What follows belongs to an exercise in optimizing a design on an open flow for small area and a short achievable clock period; a production flow would make more cautious choices. Function was checked by simulation only, so behaviour that the tests miss may differ from the original. Power figures rest on the tool's default switching activity, not on a simulated workload.

## flow/design.v (module list and top-level ports; edited modules follow where they fit)
// module fsk_rx: 902 lines
module fsk_rx (
    input  wire        clk,
    input  wire        rst,           
    input  wire        in_valid,
    input  wire [15:0] in_i,
    input  wire [15:0] in_q,
    output reg         db_valid,
    output wire [7:0]  db_level,
    output wire [31:0] db_maxsq,
    output reg         hit_valid,
    output reg         byte_valid,
    output wire [7:0]  byte_data,
    output reg         byte_first,
    output reg         byte_last
);
  // ...
==> flow/flow/run.sh <==
#!/bin/bash
set -euo pipefail
bash standard.sh "BUFFER_PORTS_ARGS=-buffer_cell sky130_fd_sc_hd__buf_2" SETUP_SLACK_MARGIN=8.5 finish > standard.log 2>&1
==> flow/standard.sh <==
#!/bin/bash
# synth_recipe.tcl (not shown) runs the flow's synth.tcl, then flattens the netlist and writes it again
# the make line also repeats each setting of config.mk as NAME=value (left out here)
make -C /OpenROAD-flow-scripts/flow DESIGN_CONFIG=/design/flow/config.mk WORK_HOME=/design/flow/orfs CLKGATE_MAP_FILE= SYNTH_SCRIPT=/design/flow/synth_recipe.tcl "${@:-finish}"
==> flow/config.mk <==
export PLATFORM = sky130hd
export DESIGN_NAME = fsk_rx
export DESIGN_NICKNAME = fsk_rx
export VERILOG_FILES = /design/flow/design.v
export SDC_FILE = /design/flow/constraint.sdc
export NUM_CORES = 4
export LEC_CHECK = 0
export CAP_MARGIN = 20
export CORE_MARGIN = 2
export CORE_UTILIZATION = 40
export SLEW_MARGIN = 20
==> flow/constraint.sdc <==
create_clock -name core_clock -period 12.0 [get_ports {clk}]
set_input_delay 2.4000 -clock core_clock [delete_from_list [all_inputs] [get_ports {clk}]]
set_output_delay 2.4000 -clock core_clock [all_outputs]
set_load 0.01 [all_outputs]
==> metrics.md, run 1 <==
| Metric | Value |
|---|---|
| Synth Area per Inst | 9.270 um^2 |
| Initial antenna violation count | 0 |
| DR vias | 23.72k |
| Seq cells post-synth | 412 |
| Status | finished clean |
| Port bufs | 87 |
| Setup bufs post-CTS | 42 |
| DP Worst Slack | 8.114 ns |
| WP buf/inv | 1 |
| Final ANT Viol Nets | 0 |
| Fmax | 271.2 MHz |
| Layout sequential cell count | 412 |
| Share of layout cells above drive strength 1 | 11.59% |
| Post-route setup TNS | 0 ns |
| Clock share of power | 19.5% |
| Synthesized area | 29910 um^2 |
| Final setup viols | 0 |
| Crit path depth | 1 |
| # clock sinks | 412 |
| Worst slew pin tran | 0.9771 ns |
| Post-Place Cells | 4122 |
| WL/cell | 20.14 um |
| Top delay family on crit path | flip-flops |
| Met3 Usage GRT | 3.133% |
| Switching share of power | 40.50% |
| Top flop regs | curmax: 32 flops, thr: 32 flops, xmax: 32 flops |
| Power Internal | 4.677 mW |
| Register area share after synthesis | 31.06% |
| Commonest cells in the netlist | 356 x inv_1, 308 x dfxtp_1, 297 x nand2_1 |
| Wire length on met2 | 37010 um |
==> inputs of run 2 (changes only) <==
--- a/flow/design.v
+++ b/flow/design.v
@@ -647,22 +647,30 @@
             8'd131: db_thr = 32'd2142396598;
             default: db_thr = {32{r[7]}};    
             endcase
         end
     endfunction
     reg  [7:0] lvl;           
     reg  [7:0] sar_bit;       
     reg        sar_cmp;       
-    reg [31:0] thr;
+    reg  [3:0] b_gt;          
+    reg  [3:1] b_eq;          
     wire [7:0] r_cur   = {~lvl[7], lvl[6:0]};
     wire [7:0] r_trial = r_cur | sar_bit;
-    wire       r_keep  = sar_cmp & (xmax >= thr);
+    wire [31:0] thr    = db_thr(r_trial);
+    wire       r_keep  = sar_cmp & (b_gt[3] | (b_eq[3] & (b_gt[2] | (b_eq[2] & (b_gt[1] | (b_eq[1] & b_gt[0]))))));
     always @(posedge clk) begin
-        thr <= db_thr(r_trial);
+        b_gt[3] <= (xmax[31:24] >  thr[31:24]);
+        b_gt[2] <= (xmax[23:16] >  thr[23:16]);
+        b_gt[1] <= (xmax[15:8]  >  thr[15:8]);
+        b_gt[0] <= (xmax[7:0]   >= thr[7:0]);
+        b_eq[3] <= (xmax[31:24] == thr[31:24]);
+        b_eq[2] <= (xmax[23:16] == thr[23:16]);
+        b_eq[1] <= (xmax[15:8]  == thr[15:8]);
         if (rst) begin
             sar_bit  <= 8'd0;
             sar_cmp  <= 1'b0;
             db_valid <= 1'b0;
         end else begin
             if (buf_done2)
                 sar_bit <= 8'h80;
             else if (sar_cmp)
@@ -711,17 +719,18 @@
     wire da1_two = (na[4] & ~na[3] & ~na[2]) | (~na[4] & na[3] & na[2]);
     wire na1     = na[4];
     wire db0_one = nb[1] ^ nb[0];
     wire db0_two = (nb[2] & ~nb[1] & ~nb[0]) | (~nb[2] & nb[1] & nb[0]);
     wire nb0     = ~nb[2];
     wire db1_one = nb[3] ^ nb[2];
     wire db1_two = (nb[4] & ~nb[3] & ~nb[2]) | (~nb[4] & nb[3] & nb[2]);
     wire nb1     = ~nb[4];
-    wire acc_en  = ~st[1];
+    reg  acc_clr;               
+    wire acc_en  = ~acc_clr;
     wire [21:0] xs_s, xs_c;
   wire xt_1, xt_2, xt_3, xt_4, xt_5, xt_6, xt_7, xt_8, xt_9, xt_10, xt_11, xt_12, xt_13, xt_14, xt_15, xt_16;
   wire xt_17, xt_18, xt_19, xt_20, xt_21, xt_22, xt_23, xt_24, xt_25, xt_26, xt_27, xt_28, xt_29, xt_30, xt_31, xt_32;
   wire xt_33, xt_34, xt_35, xt_36, xt_37, xt_38, xt_39, xt_40, xt_41, xt_42, xt_43, xt_44, xt_45, xt_46, xt_47, xt_48;
   wire xt_49, xt_50, xt_51, xt_52, xt_53, xt_54, xt_55, xt_56, xt_57, xt_58, xt_59, xt_60, xt_61, xt_62, xt_63, xt_64;
   wire xt_65, xt_66, xt_67, xt_68, xt_69, xt_70, xt_71, xt_72, xt_73, xt_74, xt_75, xt_76, xt_77, xt_78, xt_79, xt_80;
   wire xt_81, xt_82, xt_83, xt_84, xt_85, xt_86, xt_87, xt_88, xt_89, xt_90, xt_91, xt_92, xt_93, xt_94, xt_95, xt_96;
   wire xt_97, xt_98, xt_99, xt_100, xt_101, xt_102, xt_103, xt_104;
@@ -827,16 +836,17 @@
   assign xt_100 = (xt_60 & xt_61) | (xt_60 & (((db1_one & pi[14]) | (db1_two & pi[13])) ^ nb1)) | (xt_61 & (((db1_one & pi[14]) | (db1_two & pi[13])) ^ nb1));
   assign xt_101 = ~(xt_62 ^ xt_63);
   assign xt_102 = xt_62 | xt_63;
   assign xt_103 = ~(xt_64 ^ xt_65);
   assign xt_104 = xt_64 | xt_65;
   assign xs_s = {1'b1, 1'b1, xt_104, xt_102, xt_100, xt_98, xt_96, xt_94, xt_92, xt_90, xt_88, xt_86, xt_84, xt_82, xt_80, xt_78, xt_76, xt_74, xt_72, xt_70, xt_68, xt_67};
   assign xs_c = {1'b0, 1'b0, xt_66, xt_103, xt_101, xt_99, xt_97, xt_95, xt_93, xt_91, xt_89, xt_87, xt_85, xt_83, xt_81, xt_79, xt_77, xt_75, xt_73, xt_71, xt_69, nb0};
     always @(posedge clk) begin
+        acc_clr <= st[0];
         ps     <= xs_s;
         pc     <= xs_c;
         acc    <= ({{4{acc[21]}}, acc[21:4]} & {22{acc_en}}) + ps + pc;
         acc_nz <= (acc[3:0] != 4'd0) | (acc_nz & ~st[2]);
     end
     wire bit_valid = st[5];
     wire bit_val   = ~acc[21] & ((acc != 22'd0) | acc_nz);
     function [5:0] sync_next(input [4:0] q, input b);
==> flow/flow/run.sh (replaced) <==
#!/bin/bash
set -euo pipefail
bash standard.sh "BUFFER_PORTS_ARGS=-buffer_cell sky130_fd_sc_hd__buf_2" SETUP_SLACK_MARGIN=9.0 finish > standard.log 2>&1
==> run 2 against run 1 <==
Compared with the run above:
- still clean on timing, DRC and antenna
- sequential share of layout area is 3.0 points lower
- clock power is 9% lower
- core utilization is 3.6 points higher
- first-iteration DRC count is 1.8% lower
- via count is 3.6% higher
- critical path depth stayed put
- cell area is 7.8% higher
- cell count is 2.1% higher
- clock skew is 0.0060 ns higher
- largest power group unchanged
- highest routed layer is now met5
==> metrics.md, run 2 <==
| Metric | Value |
|---|---|
| Share of layout cells above drive strength 1 | 23.39% (was 11.59%) |
| WP data required | 9.60 ns (about the same) |
| Post-synth ARST share | 0% (unchanged) |
| Top FF cell, synth | dfxtp_1 (unchanged) |
| Area grow syn2layout | 22.06% (was 12.62%) |
| CP Data Arrival Time | 1.29 ns (about the same) |
| Synth unique cells | 91 (was 82) |
| Crit-path max cell delay | 0.51 ns (was 0.52 ns) |
| Worst Setup Path Type | flip-flop to output port (unchanged) |
| Final ANT Viol Nets | 0 (unchanged) |
| Top flop regs | curmax: 32 flops, xmax: 32 flops, m_c: 30 flops (was curmax: 32 flops, thr: 32 flops, xmax: 32 flops) |
| Crit Path Max Fanout | 2 (unchanged) |
| Relative slew slack | 32.65% (was 34.62%) |
| P per Cell Area | 240.1 nW/um^2 (was 233.3 nW/um^2) |
| WL final | 90670 um (was 86070 um) |
| Clk Tree Root Cell | clkbuf_16 (unchanged) |
| Layout Skew | 0.02362 ns (was 0.01759 ns) |
| Post-synth top area share | 19.11% (was 20.62%) |
| Commonest cells in the netlist | 284 x dfxtp_1, 280 x inv_1, 277 x fa_1 (was 356 x inv_1, 308 x dfxtp_1, 297 x nand2_1) |
| Via density | 5.637 (was 5.552) |
| Register area share after synthesis | 29.60% (was 31.06%) |
| Post-DP Area | 31050 um^2 (was 31110 um^2) |
| Residual DRC | 0 (unchanged) |
| Top post-synthesis cells by area | dfxtp_1 19%, fa_1 19%, edfxtp_1 10%, ha_1 8.7%, inv_1 3.5% (was dfxtp_1 21%, fa_1 19%, edfxtp_1 10%, ha_1 8.7%, inv_1 4.5%) |
| Synthesized area | 29750 um^2 (was 29910 um^2) |
| Die Span Y | 276.7 um (was 277.4 um) |
| Post-Syn Nets | 3713 (was 3745) |
| Largest net degree at the start of global routing | 103 (was 58) |
| Crit start category | flip-flop (unchanged) |
| Initial antenna violation count | 1 (was 0) |
| CP max-delay cell | edfxtp_1 (unchanged) |
| # clock sinks | 388 (was 412) |
| Initial DRC count | 2237 (was 2277) |
| Drt pass-1 iters | 13 (was 7) |
| WL/cell | 20.79 um (was 20.14 um) |
| Final setup viols | 0 (unchanged) |
| Area leader, netlist | dfxtp_1 (unchanged) |
| Post-route setup TNS | 0 ns (unchanged) |
| Final nets | 3871 (was 3784) |
| Endpoints failing hold | 0 (unchanged) |
| Clk pin slew, worst setup/hold paths | 0.05 ns (was 0.06 ns) |
| DR vias | 24.58k (was 23.72k) |
| Die ar. | 76580 um^2 (was 76970 um^2) |
| Period utilization | 30.74% (was 30.72%) |
| Clock buffer count from CTS | 47 (was 48) |
| Max-slew violation count | 0 (unchanged) |
| Most common cell after layout, fill and taps aside | inv_1 (unchanged) |
| Status | finished clean (unchanged) |
| CP Capture Type | output port (unchanged) |
| Total track usage | 23.08% (was 22.12%) |
| Worst skew pair latency | 0.60 ns (was 0.59 ns) |
| Clk buf depth | 3 (unchanged) |
| Port bufs | 87 (unchanged) |
| EDFF count, synth | 104 (unchanged) |
| Max Cap Viol | 0 (unchanged) |
| Worst hold path class | flip-flop to flip-flop (unchanged) |
| Initial Utilization | 40.17% (was 40.31%) |
| H-tree Lvls | 2 (unchanged) |
| Synth Area per Inst | 9.315 um^2 (was 9.270 um^2) |
| Tmin final | 3.688 ns (was 3.687 ns) |
| RSZ-0062 raised after global routing | true (unchanged) |
| Seq cells post-synth | 388 (was 412) |
| First-pass GRT wire length | 140100 um (was 133900 um) |
| Worst slew pin tran | 1.010 ns (was 0.9771 ns) |
| CP cell instances | buf_2 (was buf_6) |
| CTS tree | built (unchanged) |
| Std cell rows | 100 (unchanged) |
| Commonest cells after routing, fill and taps aside | 258 x inv_1, 227 x nand2_1, 222 x fa_1, 222 x dfxtp_1, 211 x nor2_1 (was 355 x inv_1, 295 x nand2_1, 277 x fa_1, 272 x dfxtp_1, 215 x nor2_1) |
| Vias in the first global route | 23.94k (was 22.84k) |
| Fmax | 271.1 MHz (was 271.2 MHz) |
| Gpl congestion | 1.023 (was 1.018) |
| Pleak | 14.98 nW (was 14.44 nW) |
| Hold_buf cts | 0 (unchanged) |
| Post-Layout Inst Area | 36320 um^2 (was 33680 um^2) |
| Worst IR Drop VDD | 0.2071 mV (was 0.1575 mV) |
| Top delay family on crit path | flip-flops (unchanged) |
| WP buf/inv | 1 (unchanged) |
| Core Region | 74070 um^2 (was 74200 um^2) |
| Yosys warns | 1 (unchanged) |
| Cells after Synth | 3194 (was 3226) |
| Die width | 276.7 um (was 277.4 um) |
| GRT overflow | 0 (unchanged) |
| Dpl hpwl | 61040 um (was 62950 um) |
| Most numerous cell in the Yosys netlist | dfxtp_1 (was inv_1) |
| Io pins | 88 (unchanged) |
run 2: cell type report:
| cell class | count | area [um^2] |
|---|---|---|
| fillers | 6775 | 37760 |
| multi-input cells | 2314 | 20720 |
| flip-flops and latches | 388 | 8984 |
| repair buffers | 317 | 2815 |
| clock buffers | 58 | 1237 |
| well taps | 969 | 1212 |
| inverters | 284 | 1071 |
| clock inverters | 30 | 277.8 |
| diodes | 1 | 2.502 |
run 2: final timing paths:
kind	slack, ns	endpoint	depth (start not counted)	startpoint
worst max-delay path	8.31	db_maxsq[9]	1	xmax[9]$_DFFE_PP_
worst min-delay path	0.36	acc_clr$_DFF_P_	0	st[0]$_SDFF_PP0_
worst max register to register	8.32	b_gt[0]$_DFF_P_	18	sar_bit[2]$_SDFFE_PP0P_
worst min register to register	0.36	acc_clr$_DFF_P_	0	st[0]$_SDFF_PP0_
run 2: kinds of logic after synthesis:
family | count (synthesis) | synth area share (%)
AOI/OAI and AO/OA | 719 | 15.60
xor gates and xnor gates | 124 | 3.650
adders and majority gates | 512 | 28.28
buffers and inverters | 497 | 6.396
DFF | 388 | 29.60
muxes | 39 | 1.413
and+or+nand+nor | 915 | 15.05
run 2: routing by layer:
| layer | share of wire (%) | track usage (%) | vias up | routed length [um] |
|---|---|---|---|---|
| met4 | 4.2 | 9.169 | 2 | 3833 |
| li1 | - | - | 11310 | - |
| met3 | 7.6 | 4.370 | 268 | 6857 |
| met2 | 45 | 36.34 | 995 | 41070 |
| met5 | 0.0099 | 0 | - | 9 |
| met1 | 43 | 31.37 | 12000 | 38890 |
run 2: what timing repair did:
item | in CTS | in global routing
cloned | 15 | 1
pin swaps | 149 | 84
gates resized for setup | 349 | 165
setup buffers | 143 | 44
endpoints found under the setup margin | 188 | 164
run 2: metrics by stage:
stage / hold slack, ns / setup WS (ns) / std cells / util [%] / total power [mW]
2_1_floorplan: 0.3228 / 8.658 / 3194 / - / 5.101
3_3_place_gp: 0.3717 / 7.540 / 4069 / 41.92 / 6.075
3_5_place_dp: 0.3653 / 7.544 / 4069 / 41.92 / 6.118
4_1_cts: 0.3763 / 8.322 / 4315 / 47.61 / 8.199
5_1_grt: 0.3765 / 8.266 / 4360 / 49.03 / 9.466
6_report: 0.3626 / 8.312 / 4361 / 49.03 / 8.720
run 2: where the power goes:
group | total (mW) | internal [mW] | switching [mW]
logic | 5.41 | 2.58 | 2.83
clock network | 1.39 | 0.791 | 0.599
registers | 1.92 | 1.73 | 0.191
total | 8.72 | 5.10 | 3.62
==> inputs of run 3 (changes only) <==
==> flow/flow/run.sh (replaced) <==
#!/bin/bash
set -euo pipefail
bash standard.sh "BUFFER_PORTS_ARGS=-buffer_cell sky130_fd_sc_hd__buf_2" SETUP_SLACK_MARGIN=8.7 finish > standard.log 2>&1
==> run 3 against run 2 <==
Compared with the run above:
- critical path type unchanged
- clock power about the same
- still clean on timing, DRC and antenna
- die area stayed put
- non-clock buffer count is 36 lower
- critical endpoint unchanged
- sequential power is essentially flat
- clock skew up 0.0063 ns
- critical path depth did not move
- highest routed layer is now met4
==> metrics.md, run 3 <==
| Metric | Value |
|---|---|
| Area leader, netlist | dfxtp_1 (unchanged) |
| Synth unique cells | 91 (unchanged) |
| Synthesized area | 29750 um^2 (unchanged) |
| Via density | 5.586 (was 5.637) |
| DR vias | 24.13k (was 24.58k) |
| Synth Area per Inst | 9.315 um^2 (unchanged) |
| CP Capture Type | output port (unchanged) |
| Register area share after synthesis | 29.60% (unchanged) |
| Clk Tree Root Cell | clkbuf_16 (unchanged) |
| P per Cell Area | 234.5 nW/um^2 (was 240.1 nW/um^2) |
| Top FF cell, synth | dfxtp_1 (unchanged) |
| Hold wc startpoint | st[0]$_SDFF_PP0_ (unchanged) |
| Initial antenna violation count | 0 (was 1) |
| Period utilization | 30.57% (was 30.74%) |
| Tmin final | 3.669 ns (was 3.688 ns) |
| Max-slew violation count | 0 (unchanged) |
| Core Region | 74070 um^2 (unchanged) |
| First-pass GRT wire length | 137900 um (was 140100 um) |
| Hold WS | 0.3590 ns (was 0.3626 ns) |
| WP buf/inv | 1 (unchanged) |
| Endpoints failing hold | 0 (unchanged) |
| Commonest cells after routing, fill and taps aside | 276 x inv_1, 268 x fa_1, 238 x nand2_1, 228 x dfxtp_1, 215 x nor2_1 (was 258 x inv_1, 227 x nand2_1, 222 x fa_1, 222 x dfxtp_1, 211 x nor2_1) |
| Dpl hpwl | 61100 um (was 61040 um) |
| CP Data Arrival Time | 1.27 ns (was 1.29 ns) |
| Register Area | 8959 um^2 (was 8984 um^2) |
| Non-Filler Instances | 4319 (was 4361) |
| Cells after Synth | 3194 (unchanged) |
| Wire length on met2 | 40440 um (was 41070 um) |
| Status | finished clean (unchanged) |
| Die width | 276.7 um (unchanged) |
| Filler instances | 7052 (was 6775) |
| CP Launch Point | xmax[9]$_DFFE_PP_ (unchanged) |
| Die ar. | 76580 um^2 (unchanged) |
| Total track usage | 22.68% (was 23.08%) |
| Post-synth ARST share | 0% (unchanged) |
| Final setup viols | 0 (unchanged) |
| Final design utilization | 47.50% (was 49.03%) |
| Yosys warns | 1 (unchanged) |
| Relative slew slack | 35.42% (was 32.65%) |
| Power Total | 8.253 mW (was 8.720 mW) |
| Most common cell after layout, fill and taps aside | inv_1 (unchanged) |
| Final ANT Viol Nets | 0 (unchanged) |
| Std cell rows | 100 (unchanged) |
| Post-route setup TNS | 0 ns (unchanged) |
| Diode count | 0 (was 1) |
| EDFF count, synth | 104 (unchanged) |
| WL final | 87990 um (was 90670 um) |
| CP cell instances | buf_2 (unchanged) |
| Area grow syn2layout | 18.26% (was 22.06%) |
| Hold_buf cts | 0 (unchanged) |
| Io pins | 88 (unchanged) |
| Max Cap Viol | 0 (unchanged) |
| WP data required | 9.60 ns (about the same) |
| CP max-delay cell | edfxtp_1 (unchanged) |
| Residual DRC | 0 (unchanged) |
| Clk pin slew, worst setup/hold paths | 0.06 ns (was 0.05 ns) |
| Reg2reg start | sar_bit[7]$_SDFFE_PP0N_ (was sar_bit[2]$_SDFFE_PP0P_) |
| # clock sinks | 388 (unchanged) |
| Met3 wire len | 5664 um (was 6857 um) |
| Drt pass-1 iters | 6 (was 13) |
| Worst hold path class | flip-flop to flip-flop (unchanged) |
| CTS tree | built (unchanged) |
| Crit-path max cell delay | 0.50 ns (was 0.51 ns) |
| GRT overflow | 0 (unchanged) |
| Worst IR Drop VDD | 0.1717 mV (was 0.2071 mV) |
| Initial DRC count | 1943 (was 2237) |
| Worst Setup Path Type | flip-flop to output port (unchanged) |
| Seq cells post-synth | 388 (unchanged) |
| Port bufs | 87 (unchanged) |
| Clk buf depth | 3 (unchanged) |
| Clock buffer count from CTS | 46 (was 47) |
| Final nets | 3833 (was 3871) |
| Worst slew pin tran | 0.9675 ns (was 1.010 ns) |
| Top flop regs | curmax: 32 flops, xmax: 32 flops, m_c: 30 flops (unchanged) |
| Pleak | 14.68 nW (was 14.98 nW) |
| Top post-synthesis cells by area | dfxtp_1 19%, fa_1 19%, edfxtp_1 10%, ha_1 8.7%, inv_1 3.5% (unchanged) |
| Die Span Y | 276.7 um (unchanged) |
| DRT met1 WL | 38350 um (was 38890 um) |
| Post-Syn Nets | 3713 (unchanged) |
| Share of layout cells above drive strength 1 | 18.60% (was 23.39%) |
| Post-synth top area share | 19.11% (unchanged) |
| Commonest cells in the netlist | 284 x dfxtp_1, 280 x inv_1, 277 x fa_1 (unchanged) |
| Largest net degree at the start of global routing | 103 (unchanged) |
| Crit Path Max Fanout | 2 (unchanged) |
| Top delay family on crit path | flip-flops (unchanged) |
| Worst skew pair latency | 0.60 ns (about the same) |
| WL/cell | 20.37 um (was 20.79 um) |
| RSZ-0062 raised after global routing | true (unchanged) |
| Initial Utilization | 40.17% (unchanged) |
| Most numerous cell in the Yosys netlist | dfxtp_1 (unchanged) |
| Gpl congestion | 1.052 (was 1.023) |
| Vias in the first global route | 23.98k (was 23.94k) |
| H-tree Lvls | 2 (unchanged) |
| Post-Place Cells | 4066 (was 4069) |
| Layout Skew | 0.02989 ns (was 0.02362 ns) |
| Top layer in use | met4 (was met5) |
| Crit start category | flip-flop (unchanged) |
| Area of the multi-input gates | 20020 um^2 (was 20720 um^2) |
| Fmax | 272.6 MHz (was 271.1 MHz) |
[run 3: cell count changes in the layout (fill, tap and decap cells not counted), moves of 14 or more]
cell	before	now
fa_2	55	9
fa_1	222	268
inv_2	22	3
ha_4	18	4
ha_1	180	199
buf_6	51	37
inv_1	258	276
buf_4	166	148
[run 3: cell families (layout without fill, tap and decap cells)]
group                    after synthesis  count (layout)  share of synthesized area, %
flip-flops                           388             388                         29.60
buffers and inverters                497             649                         6.396
XOR/XNOR                             124             124                         3.650
multiplexers                          39              39                         1.413
adder cells (fa/ha/maj)              512             512                         28.28
AND/OR/NAND/NOR                      915             917                         15.05
AO/OA/AOI/OAI                        719             721                         15.60
[run 3: stage by stage]
step | instance area [um^2] | worst slack [ns]
finish | 35190 | 8.331
detailed placement | 30860 | 7.556
global route | 35190 | 8.294
floorplan | 29850 | 8.658
global placement | 30860 | 7.505
CTS | 34220 | 8.241
[run 3: what timing repair did]
| action | 4_1_cts | 5_1_grt |
|---|---|---|
| pin swaps | 70 | 75 |
| endpoints found under the setup margin | 163 | 152 |
| endpoints found under the hold margin | 0 | 0 |
| gates resized for setup | 243 | 118 |
| cloned | 11 | 1 |
| setup buffers | 102 | 54 |
[run 3: metal layers]
layer	vias up	track usage, %
li1	11220	-
met1	11840	30.40
met2	828	36.47
met3	236	3.839
met4	0	9.183
met5	-	0
[run 3: path summary, 6_finish.rpt]
path / end / slack (ns) / cells after the start
setup / recovery: db_maxsq[9] / 8.33 / 1
hold / removal: acc_clr$_DFF_P_ / 0.36 / 0
setup reg to reg: b_gt[0]$_DFF_P_ / 8.33 / 16
hold reg to reg: acc_clr$_DFF_P_ / 0.36 / 0
[run 3: power by group]
group / internal (mW) / switching, mW
combinational: 2.32 / 2.63
sequential: 1.73 / 0.193
clock: 0.808 / 0.582
[run 3: layout make-up]
| type | count | share of cell area (%) |
|---|---|---|
| clock buffers | 57 | 3.531 |
| flip-flops and latches | 388 | 25.46 |
| clock inverters | 27 | 0.7894 |
| inverters | 284 | 3.055 |
| repair buffers | 281 | 6.824 |
| multi-input cells | 2313 | 56.90 |
| well taps | 969 | 3.446 |
==> inputs of run 4 (changes only) <==
==> flow/flow/run.sh (replaced) <==
#!/bin/bash
set -euo pipefail
bash standard.sh "BUFFER_PORTS_ARGS=-buffer_cell sky130_fd_sc_hd__buf_2" SETUP_SLACK_MARGIN=8.0 finish > standard.log 2>&1
==> run 4 against run 3 <==
Compared with the run above:
- critical path type is now flip-flop to flip-flop
- largest power group unchanged
- clock skew is 0.00076 ns higher
- sequential power hardly changed
- sequential share of layout area is 1.5 points higher
- combinational power is 17% lower
- core utilization is 3.3 points lower
- largest cell class unchanged
==> metrics.md, run 4 <==
| Metric | Value |
|---|---|
| Die Span Y | 276.7 um (unchanged) |
| RSZ-0062 raised after global routing | true (unchanged) |
| Initial DRC count | 1855 (was 1943) |
| CTS tree | built (unchanged) |
| Gpl congestion | 1.031 (was 1.052) |
| Sequential power share | 25.8% (was 23.3%) |
| Dpl hpwl | 62130 um (was 61100 um) |
| Post-synth ARST share | 0% (unchanged) |
| Top post-synthesis cells by area | dfxtp_1 19%, fa_1 19%, edfxtp_1 10%, ha_1 8.7%, inv_1 3.5% (unchanged) |
| Largest net degree at the start of global routing | 103 (unchanged) |
| P_sw | 3.048 mW (was 3.401 mW) |
| Post-Layout Inst Area | 32730 um^2 (was 35190 um^2) |
| Top delay family on crit path | simple AND/OR/NAND/NOR gates (was flip-flops) |
| Endpoints failing hold | 0 (unchanged) |
| Crit-path max cell delay | 0.71 ns (was 0.50 ns) |
| Clock share of power | 19.0% (was 16.8%) |
| Post-route setup TNS | 0 ns (unchanged) |
| Max-slew violation count | 0 (unchanged) |
| Clock buffer count from CTS | 44 (was 46) |
| Drt pass-1 iters | 6 (unchanged) |
| Clk Tree Root Cell | clkbuf_16 (unchanged) |
| CP Capture Type | flip-flop (was output port) |
| Post-Syn Nets | 3713 (unchanged) |
| Worst Setup Path Type | flip-flop to flip-flop (was flip-flop to output port) |
| Vias in the first global route | 22.75k (was 23.98k) |
| Post-DP Area | 30850 um^2 (was 30860 um^2) |
| Pleak | 13.66 nW (was 14.68 nW) |
| CP Data Arrival Time | 4.36 ns (was 1.27 ns) |
| Tmin final | 3.898 ns (was 3.669 ns) |
| Fmax | 256.5 MHz (was 272.6 MHz) |
| Most numerous cell in the Yosys netlist | dfxtp_1 (unchanged) |
| Worst skew pair latency | 0.60 ns (about the same) |
| Port bufs | 87 (unchanged) |
| Commonest cells in the netlist | 284 x dfxtp_1, 280 x inv_1, 277 x fa_1 (unchanged) |
| CP cell instances | or4_1 > nor3_1 > nor2_1 > o22ai_1 > a22oi_1 > o211ai_1 > nor4_1 > ha_1 > nor2b_1 > o21ai_0 > nand2b_1 > a21oi_1 > nor2_1 > a211oi_1 > nor2_1 (was buf_2) |
| Relative slew slack | 33.94% (was 35.42%) |
| Synth Area per Inst | 9.315 um^2 (unchanged) |
| Crit start category | flip-flop (unchanged) |
| Cells after Synth | 3194 (unchanged) |
| Filler instances | 7245 (was 7052) |
| Via density | 5.543 (was 5.586) |
| Post-Place Cells | 4070 (was 4066) |
| Non-Filler Instances | 4165 (was 4319) |
| Initial Utilization | 40.17% (unchanged) |
| Crit-path most repeated cell | nor2_1 |
| Share of layout cells above drive strength 1 | 9.887% (was 18.60%) |
| CP max-delay cell | or4_1 (was edfxtp_1) |
| Top flop regs | curmax: 32 flops, xmax: 32 flops, m_c: 30 flops (unchanged) |
| Clk buf depth | 3 (unchanged) |
| Io pins | 88 (unchanged) |
| Residual DRC | 0 (unchanged) |
| Logic pwr share | 55.2% (was 59.9%) |
| Area leader, netlist | dfxtp_1 (unchanged) |
| Die ar. | 76580 um^2 (unchanged) |
| Core Region | 74070 um^2 (unchanged) |
| Post-synth top area share | 19.11% (unchanged) |
| Yosys warns | 1 (unchanged) |
| Worst IR Drop VDD | 0.1570 mV (was 0.1717 mV) |
| Register area share after synthesis | 29.60% (unchanged) |
| Crit Path Max Fanout | 8 (was 2) |
| WP data required | 12.46 ns (was 9.60 ns) |
| DR vias | 23.09k (was 24.13k) |
| Final setup viols | 0 (unchanged) |
| Period utilization | 32.48% (was 30.57%) |
| Clk pin slew, worst setup/hold paths | 0.06 ns (about the same) |
| Layout Skew | 0.03065 ns (was 0.02989 ns) |
| Most common cell after layout, fill and taps aside | inv_1 (unchanged) |
| Hold WS | 0.3631 ns (was 0.3590 ns) |
| EDFF count, synth | 104 (unchanged) |
| Worst slew pin tran | 0.9895 ns (was 0.9675 ns) |
| Initial antenna violation count | 1 (was 0) |
| Std cell rows | 100 (unchanged) |
| P per Cell Area | 227.9 nW/um^2 (was 234.5 nW/um^2) |
| Top FF cell, synth | dfxtp_1 (unchanged) |
| First-pass GRT wire length | 133100 um (was 137900 um) |
| Worst hold path class | flip-flop to flip-flop (unchanged) |
| Seq cells post-synth | 388 (unchanged) |
| Die width | 276.7 um (unchanged) |
| Max Cap Viol | 0 (unchanged) |
| Status | finished clean (unchanged) |
| Switching share of power | 40.87% (was 41.21%) |
| Diode count | 0 (unchanged) |
| Area grow syn2layout | 10.02% (was 18.26%) |
| Final nets | 3679 (was 3833) |
| Synthesized area | 29750 um^2 (unchanged) |
| Commonest cells after routing, fill and taps aside | 279 x inv_1, 277 x fa_1, 266 x dfxtp_1, 248 x nand2_1, 225 x nor2_1 (was 276 x inv_1, 268 x fa_1, 238 x nand2_1, 228 x dfxtp_1, 215 x nor2_1) |
| Synth unique cells | 91 (unchanged) |
| Power Total | 7.459 mW (was 8.253 mW) |
| WP buf/inv | 0 (was 1) |
| Total track usage | 21.95% (was 22.68%) |
| # clock sinks | 388 (unchanged) |
| GRT overflow | 0 (unchanged) |
| WL final | 84130 um (was 87990 um) |
| WL/cell | 20.20 um (was 20.37 um) |
| Final ANT Viol Nets | 0 (unchanged) |
| H-tree Lvls | 2 (unchanged) |
| Power Internal | 4.410 mW (was 4.852 mW) |
[run 4: through the flow]
step,setup WS [ns],utilization [%]
floorplan,8.287,-
detailed placement,7.169,41.65
finish,8.102,44.19
CTS,8.031,43.96
global route,7.904,44.19
global placement,7.112,41.65
[run 4: worst paths after layout]
path                                 from  slack, ns               to  cells past startpoint
setup reg to reg  sar_bit[4]$_SDFFE_PP0P_       8.10  b_gt[1]$_DFF_P_                     15
hold / removal           st[0]$_SDFF_PP0_       0.36  acc_clr$_DFF_P_                      0
setup / recovery  sar_bit[4]$_SDFFE_PP0P_       8.10  b_gt[1]$_DFF_P_                     15
hold reg to reg          st[0]$_SDFF_PP0_       0.36  acc_clr$_DFF_P_                      0
[run 4: repair_timing]
action | in CTS | in global routing
endpoints found under the hold margin | 0 | 0
endpoints found under the setup margin | 6 | 38
buffers inserted | 5 | 7
pin swaps | 3 | 2
gates resized for setup | 39 | 30
cloned | 1 | 0
hold buffers | 0 | 0
[run 4: per-layer routing]
layer / GRT usage [%] / share of wire, % / vias up
li1: - / - / 10900
met1: 30.60 / 45 / 11290
met2: 34.55 / 45 / 716
met3: 3.670 / 6.2 / 184
met4: 7.553 / 3.6 / 0
met5: 0 / 0 / -
[run 4: logic make-up (layout without fill, tap and decap cells)]
kind of cell | after synthesis | count (layout) | share of synthesized area, %
AO/OA/AOI/OAI | 719 | 719 | 15.60
adder cells (fa/ha/maj) | 512 | 512 | 28.28
XOR/XNOR | 124 | 124 | 3.650
AND/OR/NAND/NOR | 915 | 916 | 15.05
flip-flops | 388 | 388 | 29.60
buffers and inverters | 497 | 498 | 6.396
multiplexers | 39 | 39 | 1.413
[run 4: layout make-up]
cell class	instances	area, um^2	area share (%)
clock buffers	65	1271	3.883
inverters	284	1067	3.260
well taps	969	1212	3.704
clock inverters	17	257.7	0.7874
repair buffers	132	845.8	2.584
flip-flops and latches	388	8831	26.98
multi-input cells	2310	19250	58.80
[run 4: power groups by stage]
stage / logic (mW) / clock network, mW / registers [mW]
after detailed placement: 4.08 / 0 / 1.96
after global placement: 4.04 / 0 / 1.95
after global routing: 4.73 / 1.51 / 1.96
after CTS: 4.12 / 1.46 / 1.93
after floorplan: 3.18 / 0 / 1.85
final: 4.12 / 1.42 / 1.92
==> inputs of run 5 (changes only) <==
==> flow/flow/run.sh (replaced) <==
#!/bin/bash
set -euo pipefail
bash standard.sh "BUFFER_PORTS_ARGS=-buffer_cell sky130_fd_sc_hd__buf_2" SETUP_SLACK_MARGIN=8.5 finish > standard.log 2>&1
==> run 5 against run 4 <==
Compared with the run above:
- via count rose by 3.0%
- worst setup slack improved by 0.21 ns
- largest power group unchanged
- combinational power rose by 6.6%
- cell area rose by 4.5%
- clock power rose by 7%
- flip-flop and latch count did not move
- critical endpoint is now db_maxsq[9]
- still clean on timing, DRC and antenna
- critical path depth fell by 14
==> metrics.md, run 5 <==
| Metric | Value |
|---|---|
| Post-synthesis mux area share | 1.413% (unchanged) |
| Synth Area per Inst | 9.315 um^2 (unchanged) |
| Hold EP | acc_clr$_DFF_P_ (unchanged) |
| Commonest cells after routing, fill and taps aside | 278 x inv_1, 275 x fa_1, 246 x nand2_1, 242 x dfxtp_1, 220 x nor2_1 (was 279 x inv_1, 277 x fa_1, 266 x dfxtp_1, 248 x nand2_1, 225 x nor2_1) |
| Filler instances | 7072 (was 7245) |
| Post-Place Cells | 4071 (was 4070) |
| Top delay family on crit path | flip-flops (was simple AND/OR/NAND/NOR gates) |
| Worst Setup Path Type | flip-flop to output port (was flip-flop to flip-flop) |
| CP Data Arrival Time | 1.28 ns (was 4.36 ns) |
| Non-Filler Instances | 4253 (was 4165) |
| Initial DRC count | 1738 (was 1855) |
| Diode count | 0 (unchanged) |
| Hold_buf cts | 0 (unchanged) |
| WL/cell | 20.56 um (was 20.20 um) |
| Vias in the first global route | 23.25k (was 22.75k) |
| Period utilization | 30.70% (was 32.48%) |
| Post-synth top area share | 19.11% (unchanged) |
| Via density | 5.593 (was 5.543) |
| Layout Skew | 0.01532 ns (was 0.03065 ns) |
| Top FF cell, synth | dfxtp_1 (unchanged) |
| DR vias | 23.79k (was 23.09k) |
| Register area share after synthesis | 29.60% (unchanged) |
| CTS tree | built (unchanged) |
| Clk buf depth | 3 (unchanged) |
| Total track usage | 22.41% (was 21.95%) |
| Crit-path max cell delay | 0.50 ns (was 0.71 ns) |
| Seq cells post-synth | 388 (unchanged) |
| Top flop regs | curmax: 32 flops, xmax: 32 flops, m_c: 30 flops (unchanged) |
| RSZ-0062 raised after global routing | true (unchanged) |
| Area grow syn2layout | 14.93% (was 10.02%) |
| Commonest cells in the netlist | 284 x dfxtp_1, 280 x inv_1, 277 x fa_1 (unchanged) |
| Die Span Y | 276.7 um (unchanged) |
| Post-synthesis adder-cell area fraction | 28.28% (unchanged) |
| Cells after Synth | 3194 (unchanged) |
| Area of the multi-input gates | 19630 um^2 (was 19250 um^2) |
| Hold WS | 0.3463 ns (was 0.3631 ns) |
| Final ANT Viol Nets | 0 (unchanged) |
| Largest net degree at the start of global routing | 103 (unchanged) |
| Endpoints failing hold | 0 (unchanged) |
| Compound-Gate Fraction of Synth Area | 15.60% (unchanged) |
| WP buf/inv | 1 (was 0) |
| Dpl hpwl | 62440 um (was 62130 um) |
| Io pins | 88 (unchanged) |
| XOR/XNOR Fraction of Synth Area | 3.650% (unchanged) |
| Gpl congestion | 1.010 (was 1.031) |
| First-pass GRT wire length | 136100 um (was 133100 um) |
| Max Cap Viol | 0 (unchanged) |
| Hold wc startpoint | st[0]$_SDFF_PP0_ (unchanged) |
| EDFF count, synth | 104 (unchanged) |
| H-tree Lvls | 2 (unchanged) |
| Post-Syn Nets | 3713 (unchanged) |
| Worst r2r dst | b_gt[0]$_DFF_P_ (was b_gt[1]$_DFF_P_) |
| Register Area | 8901 um^2 (was 8831 um^2) |
| Crit Path Max Fanout | 2 (was 8) |
| Post-synth ARST share | 0% (unchanged) |
| Worst IR Drop VDD | 0.1828 mV (was 0.1570 mV) |
| Hold Path Cell Cnt | 0 (unchanged) |
| Synth unique cells | 91 (unchanged) |
| Std cell rows | 100 (unchanged) |
| Initial Utilization | 40.17% (unchanged) |
| CP max-delay cell | edfxtp_1 (was or4_1) |
| Final nets | 3765 (was 3679) |
| # clock sinks | 388 (unchanged) |
| WP data required | 9.60 ns (was 12.46 ns) |
| Worst skew pair latency | 0.61 ns (was 0.60 ns) |
| P per Cell Area | 229.1 nW/um^2 (was 227.9 nW/um^2) |
| Clk Tree Root Cell | clkbuf_16 (unchanged) |
| Share of layout cells above drive strength 1 | 14.65% (was 9.887%) |
| Final setup viols | 0 (unchanged) |
| Die ar. | 76580 um^2 (unchanged) |
| GRT overflow | 0 (unchanged) |
| CP cell instances | buf_2 (was or4_1 > nor3_1 > nor2_1 > o22ai_1 > a22oi_1 > o211ai_1 > nor4_1 > ha_1 > nor2b_1 > o21ai_0 > nand2b_1 > a21oi_1 > nor2_1 > a211oi_1 > nor2_1) |
| Residual DRC | 0 (unchanged) |
| Yosys warns | 1 (unchanged) |
| Die width | 276.7 um (unchanged) |
| Pleak | 14.29 nW (was 13.66 nW) |
| Status | finished clean (unchanged) |
| Synthesized area | 29750 um^2 (unchanged) |
| CP Capture Type | output port (was flip-flop) |
| Initial antenna violation count | 0 (was 1) |
| Clk pin slew, worst setup/hold paths | 0.06 ns (about the same) |
| Worst slew pin tran | 0.9930 ns (was 0.9895 ns) |
| Reg2reg start | sar_bit[6]$_SDFFE_PP0P_ (was sar_bit[4]$_SDFFE_PP0P_) |
| Top post-synthesis cells by area | dfxtp_1 19%, fa_1 19%, edfxtp_1 10%, ha_1 8.7%, inv_1 3.5% (unchanged) |
| Relative slew slack | 33.80% (was 33.94%) |
| Post-route setup TNS | 0 ns (unchanged) |
| Core Region | 74070 um^2 (unchanged) |
| Worst hold path class | flip-flop to flip-flop (unchanged) |
| R2R Setup Slk | 8.37 ns (was 8.10 ns) |
| Largest family of logic cells by synthesized area | adder cells (unchanged) |
| Area leader, netlist | dfxtp_1 (unchanged) |
| WL final | 87460 um (was 84130 um) |
| Port bufs | 87 (unchanged) |
| Fmax | 271.5 MHz (was 256.5 MHz) |
| Max-slew violation count | 0 (unchanged) |
| Worst reg2reg path depth | 14 (was 15) |
| Drt pass-1 iters | 6 (unchanged) |
| Most common cell after layout, fill and taps aside | inv_1 (unchanged) |
| Clock buffer count from CTS | 46 (was 44) |
| Synth Area in Simple Gates | 15.05% (unchanged) |
| Crit start category | flip-flop (unchanged) |
| Most numerous cell in the Yosys netlist | dfxtp_1 (unchanged) |
| Tmin final | 3.684 ns (was 3.898 ns) |
## run 5: cell counts after synthesis
Identical to the previous run, type by type.
## run 5: logic make-up after synthesis
kind of cell | Yosys count
AO/OA/AOI/OAI | 719
multiplexers | 39
AND/OR/NAND/NOR | 915
adder cells (fa/ha/maj) | 512
XOR/XNOR | 124
flip-flops | 388
buffers and inverters | 497
## run 5: stage by stage
| step | util [%] | total power, mW | area [um^2] | worst slack, ns |
|---|---|---|---|---|
| 5_1_grt | 46.17 | 8.536 | 34200 | 8.294 |
| 6_report | 46.17 | 7.835 | 34200 | 8.316 |
| 3_3_place_gp | 41.68 | 6.012 | 30870 | 7.377 |
| 2_1_floorplan | - | 5.033 | 29790 | 8.500 |
| 3_5_place_dp | 41.71 | 6.057 | 30890 | 7.396 |
| 4_1_cts | 45.32 | 7.772 | 33570 | 8.301 |
## run 5: final cells by class
cell class                      instances  area share (%)
Clock buffer                           59           3.816
Clock inverter                         27           1.035
Inverter                              284           3.121
Multi-Input combinational cell       2311           57.40
Sequential cell                       388           26.03
Tap cell                              969           3.546
Timing Repair Buffer                  215           5.053
## run 5: timing repair
| action | 4_1_cts | 5_1_grt |
|---|---|---|
| cloned | 4 | 4 |
| setup buffers | 59 | 29 |
| pin swaps | 19 | 44 |
| gates resized for setup | 150 | 92 |
| endpoints found under the hold margin | 0 | 0 |
| endpoints found under the setup margin | 147 | 121 |
## run 5: how the worst max path moves through the flow
stage                                       start              end  slack [ns]  cells after the start
after global placement    sar_bit[1]$_SDFFE_PP0P_  b_gt[0]$_DFF_P_        7.38                     17
after floorplan           sar_bit[1]$_SDFFE_PP0P_  b_gt[0]$_DFF_P_        8.50                     20
final                           xmax[9]$_DFFE_PP_      db_maxsq[9]        8.32                      1
after detailed placement  sar_bit[1]$_SDFFE_PP0P_  b_gt[0]$_DFF_P_        7.40                     17
after CTS                      xmax[12]$_DFFE_PP_     db_maxsq[12]        8.30                      1
after global routing            xmax[9]$_DFFE_PP_      db_maxsq[9]        8.29                      1
## run 5: worst reg2reg max path, stage by stage (launching register included)
cell	delay, ns
dfxtp_2	0.37
or2_2	0.39
nand4_1	0.11
buf_4	0.30
o21ai_0	0.24
a221oi_2	0.40
o2111ai_1	0.28
nor3_1	0.24
ha_1	0.27
a21o_1	0.15
a21o_1	0.17
a21o_1	0.14
a21o_1	0.17
a21o_1	0.15
a21o_1	0.14
## run 5: power by group
group | leakage, nW | total (mW) | switching, mW | internal, mW
sequential | 3.30 | 1.93 | 0.205 | 1.73
clock | 0.797 | 1.52 | 0.604 | 0.911
combinational | 10.2 | 4.39 | 2.41 | 1.98
## run 5: layer usage
layer | track usage (%) | vias up | wire, um
met5 | 0 | - | 0
met4 | 8.751 | 0 | 3856
met3 | 3.181 | 245 | 5720
met2 | 35.04 | 867 | 39090
met1 | 31.39 | 11590 | 38790
li1 | - | 11080 | -

[afterwards: timing with drivers on the ports]
In the flow no input, the clock included, has a driving cell. The finished layouts below were timed again as built, in two steps.
Step 1 sets driving cells, clkbuf_16 on the clock port and buf_2 on the other inputs (assumed; they add their load-dependent delay and slew).
Step 2 times the ports against the registers' clock, not the clock port: input delays grow and output delays shrink by t, the midpoint of the rising clock arrivals with the driver on.
a / b / c = ideal ports / drivers / drivers and shift; a / b = the first two.
| run | t (ns) | setup slack, ns | latest minus earliest clock arrival (ns) | slew at the worst register clock pin (ns) | worst data-port slew with drivers (ns) |
|---|---|---|---|---|---|
| run 1 | 0.645 | 8.313 / 8.251 / 8.164 | 0.020 / 0.020 | 0.06 / 0.06 | 0.05 |
| run 2 | 0.651 | 8.312 / 8.248 / 8.322 | 0.028 / 0.027 | 0.07 / 0.07 | 0.03 |
| run 3 | 0.651 | 8.331 / 8.271 / 8.332 | 0.033 / 0.033 | 0.06 / 0.06 | 0.03 |
| run 4 | 0.649 | 8.102 / 8.102 / 8.102 | 0.031 / 0.031 | 0.07 / 0.07 | 0.03 |
| run 5 | 0.651 | 8.316 / 8.259 / 8.117 | 0.023 / 0.023 | 0.07 / 0.07 | 0.04 |
After both steps every run listed still meets setup and hold. The setup slack of run 5, which loses most, moves by -0.057 ns with the drivers and by -0.199 ns with both steps.
